This design comes from an exercise in tuning for small area on the open sky130 flow, not from production work.
Only simulation tests tie the RTL to the original design; equivalence was not proved.
No activity file was given, so power comes from the tool's default toggle rates.

Design raiden_core, start of the top module:
module raiden_core (
    input  wire        clk,
    input  wire        rst,
    input  wire        req_valid,
    input  wire        req_we,
    input  wire [7:0]  req_addr,
    input  wire [31:0] req_wdata,
    output wire        rsp_valid,
    output wire [31:0] rsp_rdata,
    output wire        rsp_err,
    input  wire [7:0]  trig_in,
    input  wire        uart_rx,
    output wire        out_o,
    output wire        out_oe,
    output wire        outn_o,
    output wire        outn_oe,
    output wire        armed_o,
    output wire        fired_o,
    output wire [15:0] pull_o
);
    localparam [2:0] PG_STOPPED = 3'd0;
    localparam [2:0] PG_WAIT    = 3'd1;
    localparam [2:0] PG_PAUSE   = 3'd2;
    localparam [2:0] PG_HIGH    = 3'd3;
    localparam [2:0] PG_LOW     = 3'd4;
    localparam [2:0] D_OFF  = 3'd0;    
    localparam [2:0] D_IDLE = 3'd1;    
    localparam [2:0] D_W2   = 3'd2;    
    localparam [2:0] D_Q    = 3'd3;    
    localparam [2:0] D_DATA = 3'd4;    
    reg [31:0] cfg_pause, cfg_width, cfg_gap, cfg_count, cfg_div;
    reg [1:0]  cfg_kind;
    reg [7:0]  cfg_pin;
    reg        cfg_edge;
    reg [7:0]  cfg_byte;
    reg        cfg_out_en, cfg_inv_en;
    reg        armed, fired, rel;
    reg [2:0]  pg_st;
    reg [31:0] pg_cnt, pg_reps, pg_w, pg_g, pg_p;
    reg [2:0]  det_st;
    reg [5:0]  dk;
    reg        match;
    reg [1:0]  resident;
    reg [7:0]  lat_byte;           
    reg [31:0] lat_div;
    reg [31:0] gcount;
    reg [3:0]  aux;
    reg [2:0]  result;
    reg        rq_valid, rq_err;
    reg [3:0]  rq_sel;
    wire [2:0] lat_pin  = lat_byte[2:0];
    wire       lat_edge = lat_byte[3];
    wire       gpio_hit = trig_in[lat_pin] ^ lat_edge;    
    wire       bit_ok   = (uart_rx == lat_byte[dk[5:3]]);
    wire cnt_hi0  = (pg_cnt[31:1] == 31'd0);
    wire p0       = (pg_p == 32'd0);
    wire cnt1     = cnt_hi0 &  pg_cnt[0];    
    wire tick     = cnt1;
    wire reps_hi0 = (pg_reps[31:1] == 31'd0);
    wire reps0    = reps_hi0 & ~pg_reps[0];
    wire reps1    = reps_hi0 &  pg_reps[0];
    wire [31:0] dec_in = cnt1 ? pg_reps : pg_cnt;
    wire [31:0] dec    = dec_in ^ ~dec_nz;
    wire [31:0] dec_nz;    
    wire [31:0] inc_c;     
    assign dec_nz[0] = 1'b0;
  ...
clock: 10.0 ns
lec_check: 0
cap_margin: 20
core_margin: 2
core_utilization: 65
slew_margin: 20
standard.sh (not shown) runs the stock make flow with config.mk's settings and CLKGATE_MAP_FILE= SYNTH_SCRIPT=/design/flow/synth_recipe.tcl, a recipe that flattens the netlist after the stock synthesis.
==> flow/flow/run.sh <==
#!/bin/bash
# Standard layout with three changes: ABC maps the logic with an
# area-oriented script (flow/area.abc, via flow/synth.tcl which wraps the standard flow's
# own synthesis script); port buffers use the smallest buffer cell; the clock
# tree is built from clkbuf_4 (sink clusters of up to 8) with no dummy loads.
set -euo pipefail
export MY_ABC_SCRIPT="$PWD/flow/area.abc"
export FLOW_SYNTH_TCL="$PWD/synth_recipe.tcl"
bash standard.sh SYNTH_SCRIPT="$PWD/flow/synth.tcl" \
  BUFFER_PORTS_ARGS="-buffer_cell sky130_fd_sc_hd__buf_1" \
  CTS_ARGS="-sink_clustering_enable -repair_clock_nets -dont_use_dummy_load -buf_list sky130_fd_sc_hd__clkbuf_4 -sink_clustering_size 8 -sink_clustering_max_diameter 60" \
  finish > flow_standard.log 2>&1
==> flow/flow/area.abc <==
&get -n
&st
&dc2
&dch -f
&nf -R 1000
&st
&dc2
&dch -f
&nf -R 1000
&put
topo
dnsize -c
==> flow/flow/synth.tcl <==
# The standard synthesis script (synth_recipe.tcl), with the ABC logic
# mapping run from flow/area.abc (an area-oriented script) instead of
# ORFS's speed script. Flip-flop mapping, flattening and naming are unchanged.
proc abc {args} {
  set i [lsearch -exact $args -script]
  if {$i >= 0} {
    lset args [expr {$i + 1}] $::env(MY_ABC_SCRIPT)
  }
  yosys abc {*}$args
}
source $::env(FLOW_SYNTH_TCL)
The first run passed the timing, DRC and antenna checks.
==> next run, changes <==
--- a/flow/flow/run.sh
+++ b/flow/flow/run.sh
@@ -5 +5 @@
-# tree is built from clkbuf_4 (sink clusters of up to 8) with no dummy loads.
+# tree is built from clkbuf_4 with no dummy loads.
@@ -11 +11 @@
-  CTS_ARGS="-sink_clustering_enable -repair_clock_nets -dont_use_dummy_load -buf_list sky130_fd_sc_hd__clkbuf_4 -sink_clustering_size 8 -sink_clustering_max_diameter 60" \
+  CTS_ARGS="-sink_clustering_enable -repair_clock_nets -dont_use_dummy_load -buf_list sky130_fd_sc_hd__clkbuf_4 -sink_clustering_size 10 -sink_clustering_max_diameter 30" \
- CORE_UTILIZATION: 65 -> 40
Wire length came out higher by a few percent.
Final cell count came out higher by roughly a tenth.
Clock skew came out higher by 21 ps.
First-iteration DRC count came out lower by about a fifth.
==> next run, changes <==
--- a/flow/flow/run.sh
+++ b/flow/flow/run.sh
@@ -5 +5 @@
-# tree is built from clkbuf_4 with no dummy loads.
+# tree is built from clkbuf_4/clkbuf_8 with no dummy loads.
@@ -11 +11 @@
-  CTS_ARGS="-sink_clustering_enable -repair_clock_nets -dont_use_dummy_load -buf_list sky130_fd_sc_hd__clkbuf_4 -sink_clustering_size 10 -sink_clustering_max_diameter 30" \
+  CTS_ARGS="-sink_clustering_enable -repair_clock_nets -dont_use_dummy_load -buf_list {sky130_fd_sc_hd__clkbuf_4 sky130_fd_sc_hd__clkbuf_8} -sink_clustering_size 12 -sink_clustering_max_diameter 40" \
Effect: Design area is higher by 0.50%. Critical path depth is unchanged. Clock skew drops by 32 ps. Die area is unchanged. Via count fell by 2.0%. Total power is higher by 2.9%. Setup slack gains 34 ps. Register-to-register slack improves by 30 ps. Non-clock buffer count stays the same.

raiden_core, a different RTL version from the one above (not shown whole).
Size in the first run: roughly 440 flip-flops, ~110 I/O pins, roughly 21000 um2 of cells after synthesis.
Design raiden_core, start of the top module:
module raiden_core (
    input  wire        clk,
    input  wire        rst,
    input  wire        req_valid,
    input  wire        req_we,
    input  wire [7:0]  req_addr,
    input  wire [31:0] req_wdata,
    output wire        rsp_valid,
    output wire [31:0] rsp_rdata,
    output wire        rsp_err,
    input  wire [7:0]  trig_in,
    input  wire        uart_rx,
    output wire        out_o,
    output wire        out_oe,
    output wire        outn_o,
    output wire        outn_oe,
    output wire        armed_o,
    output wire        fired_o,
    output wire [15:0] pull_o
);
    localparam [2:0] PG_STOPPED = 3'd0;
    localparam [2:0] PG_WAIT    = 3'd1;
    localparam [2:0] PG_PAUSE   = 3'd2;
    localparam [2:0] PG_HIGH    = 3'd3;
    localparam [2:0] PG_LOW     = 3'd4;
    localparam [2:0] D_OFF  = 3'd0;    
    localparam [2:0] D_IDLE = 3'd1;    
    localparam [2:0] D_W2   = 3'd2;    
    localparam [2:0] D_Q    = 3'd3;    
    localparam [2:0] D_DATA = 3'd4;    
    reg [31:0] cfg_pause, cfg_width, cfg_gap, cfg_count, cfg_div;
    reg [1:0]  cfg_kind;
    reg [7:0]  cfg_pin;
    reg        cfg_edge;
    reg [7:0]  cfg_byte;
    reg        cfg_out_en, cfg_inv_en;
    reg        armed, fired, rel;
    reg [2:0]  pg_st;
    reg [31:0] pg_cnt, pg_reps, pg_w, pg_g;
    reg [2:0]  det_st;
    reg [5:0]  dk;
    reg        match;
    reg [31:0] tc;
    reg [1:0]  resident;
    reg [7:0]  lat_byte;           
    reg [31:0] lat_div;
    reg [31:0] gcount;
    reg [3:0]  aux;
    reg [2:0]  result;
    reg        rq_valid, rq_err;
    reg [3:0]  rq_sel;
    wire [2:0] lat_pin  = lat_byte[2:0];
    wire       lat_edge = lat_byte[3];
  ...
Settings: LEC_CHECK=0, CAP_MARGIN=0, CORE_MARGIN=2, CORE_UTILIZATION=60, SLEW_MARGIN=0; clock period 10.0 ns.
run.sh (not shown) runs the stock make flow with config.mk's settings and CLKGATE_MAP_FILE= SYNTH_SCRIPT=/design/flow/synth_recipe.tcl, a recipe that flattens the netlist after the stock synthesis.
Stock flow here: none of the scripts above is used.
Rerun with:
==> flow/flow/run.sh (new file) <==
#!/bin/bash
# Standard layout; the port buffers use the smallest buffer cell.
set -euo pipefail
bash standard.sh BUFFER_PORTS_ARGS="-buffer_cell sky130_fd_sc_hd__buf_1" finish > flow_standard.log 2>&1
==> flow/standard.sh (new file) <==
#!/bin/bash
# synth_recipe.tcl (not shown) runs the flow's synth.tcl, then flattens the netlist and writes it again
# the make line also repeats each setting of config.mk as NAME=value (left out here)
make -C /OpenROAD-flow-scripts/flow DESIGN_CONFIG=/design/flow/config.mk WORK_HOME=/design/flow/orfs CLKGATE_MAP_FILE= SYNTH_SCRIPT=/design/flow/synth_recipe.tcl "${@:-finish}"
--- a/flow/config.mk
+++ b/flow/config.mk
@@ -7,5 +7,5 @@
 export LEC_CHECK = 0
-export CAP_MARGIN = 0
+export CAP_MARGIN = 20
 export CORE_MARGIN = 2
-export CORE_UTILIZATION = 60
-export SLEW_MARGIN = 0
+export CORE_UTILIZATION = 40
+export SLEW_MARGIN = 20
removed: flow/run.sh
Sequential power hardly moves; core utilization came out lower by 23 points; worst hold slack stays flat; via count came out lower slightly; combinational power came out lower by about a fifth.
Rerun with:
==> flow/run.sh (new file) <==
#!/bin/bash
# synth_recipe.tcl (not shown) runs the flow's synth.tcl, then flattens the netlist and writes it again
# the make line also repeats each setting of config.mk as NAME=value (left out here)
make -C /OpenROAD-flow-scripts/flow DESIGN_CONFIG=/design/flow/config.mk WORK_HOME=/design/flow/orfs CLKGATE_MAP_FILE= SYNTH_SCRIPT=/design/flow/synth_recipe.tcl finish
removed: flow/flow/run.sh
removed: flow/standard.sh
- The new run ran to the end with no violations
- combinational power goes up by about 26%
- global-route usage goes up by 0.35 points
- die area is unchanged
- via count goes down by about 0.5%
- final cell count stays flat
- power goes down by 1.4%
- register-to-register slack gets better by 320 ps

## what the ideal ports hide
How much do the figures lean on ideal ports? The routed layouts below were timed once more, with nothing changed but the port constraints. Step 1, drivers: a clkbuf_16 drives clk and a buf_2 each remaining input, both assumed. Step 2, shift: input delay + t, output delay - t, t = (earliest + latest rising clock arrival at the registers) / 2. This alone moves slack from input paths to output paths. Three values: ideal, step 1, step 2; two values: the first two.
run | shift t [ns] | setup WS [ns] | worst register clock-pin slew, ns
the first run of note 1 | 0.762 | 1.564 / 1.564 / 1.564 | 0.10 / 0.10
the second run of note 1 | 0.813 | 1.472 / 1.472 / 1.472 | 0.10 / 0.10
the third run of note 1 | 0.684 | 1.506 / 1.506 / 1.506 | 0.08 / 0.08
the first run of note 2 | 0.637 | 3.619 / 3.647 / 3.010 | 0.06 / 0.06
the second run of note 2 | 0.621 | 3.648 / 3.680 / 3.058 | 0.07 / 0.07
the third run of note 2 | 0.615 | 3.251 / 3.281 / 2.666 | 0.06 / 0.06
After both steps every run listed still meets setup and hold. The setup slack of the first run of note 2, which loses most, moves by +0.028 ns with the drivers and by -0.609 ns with both steps.
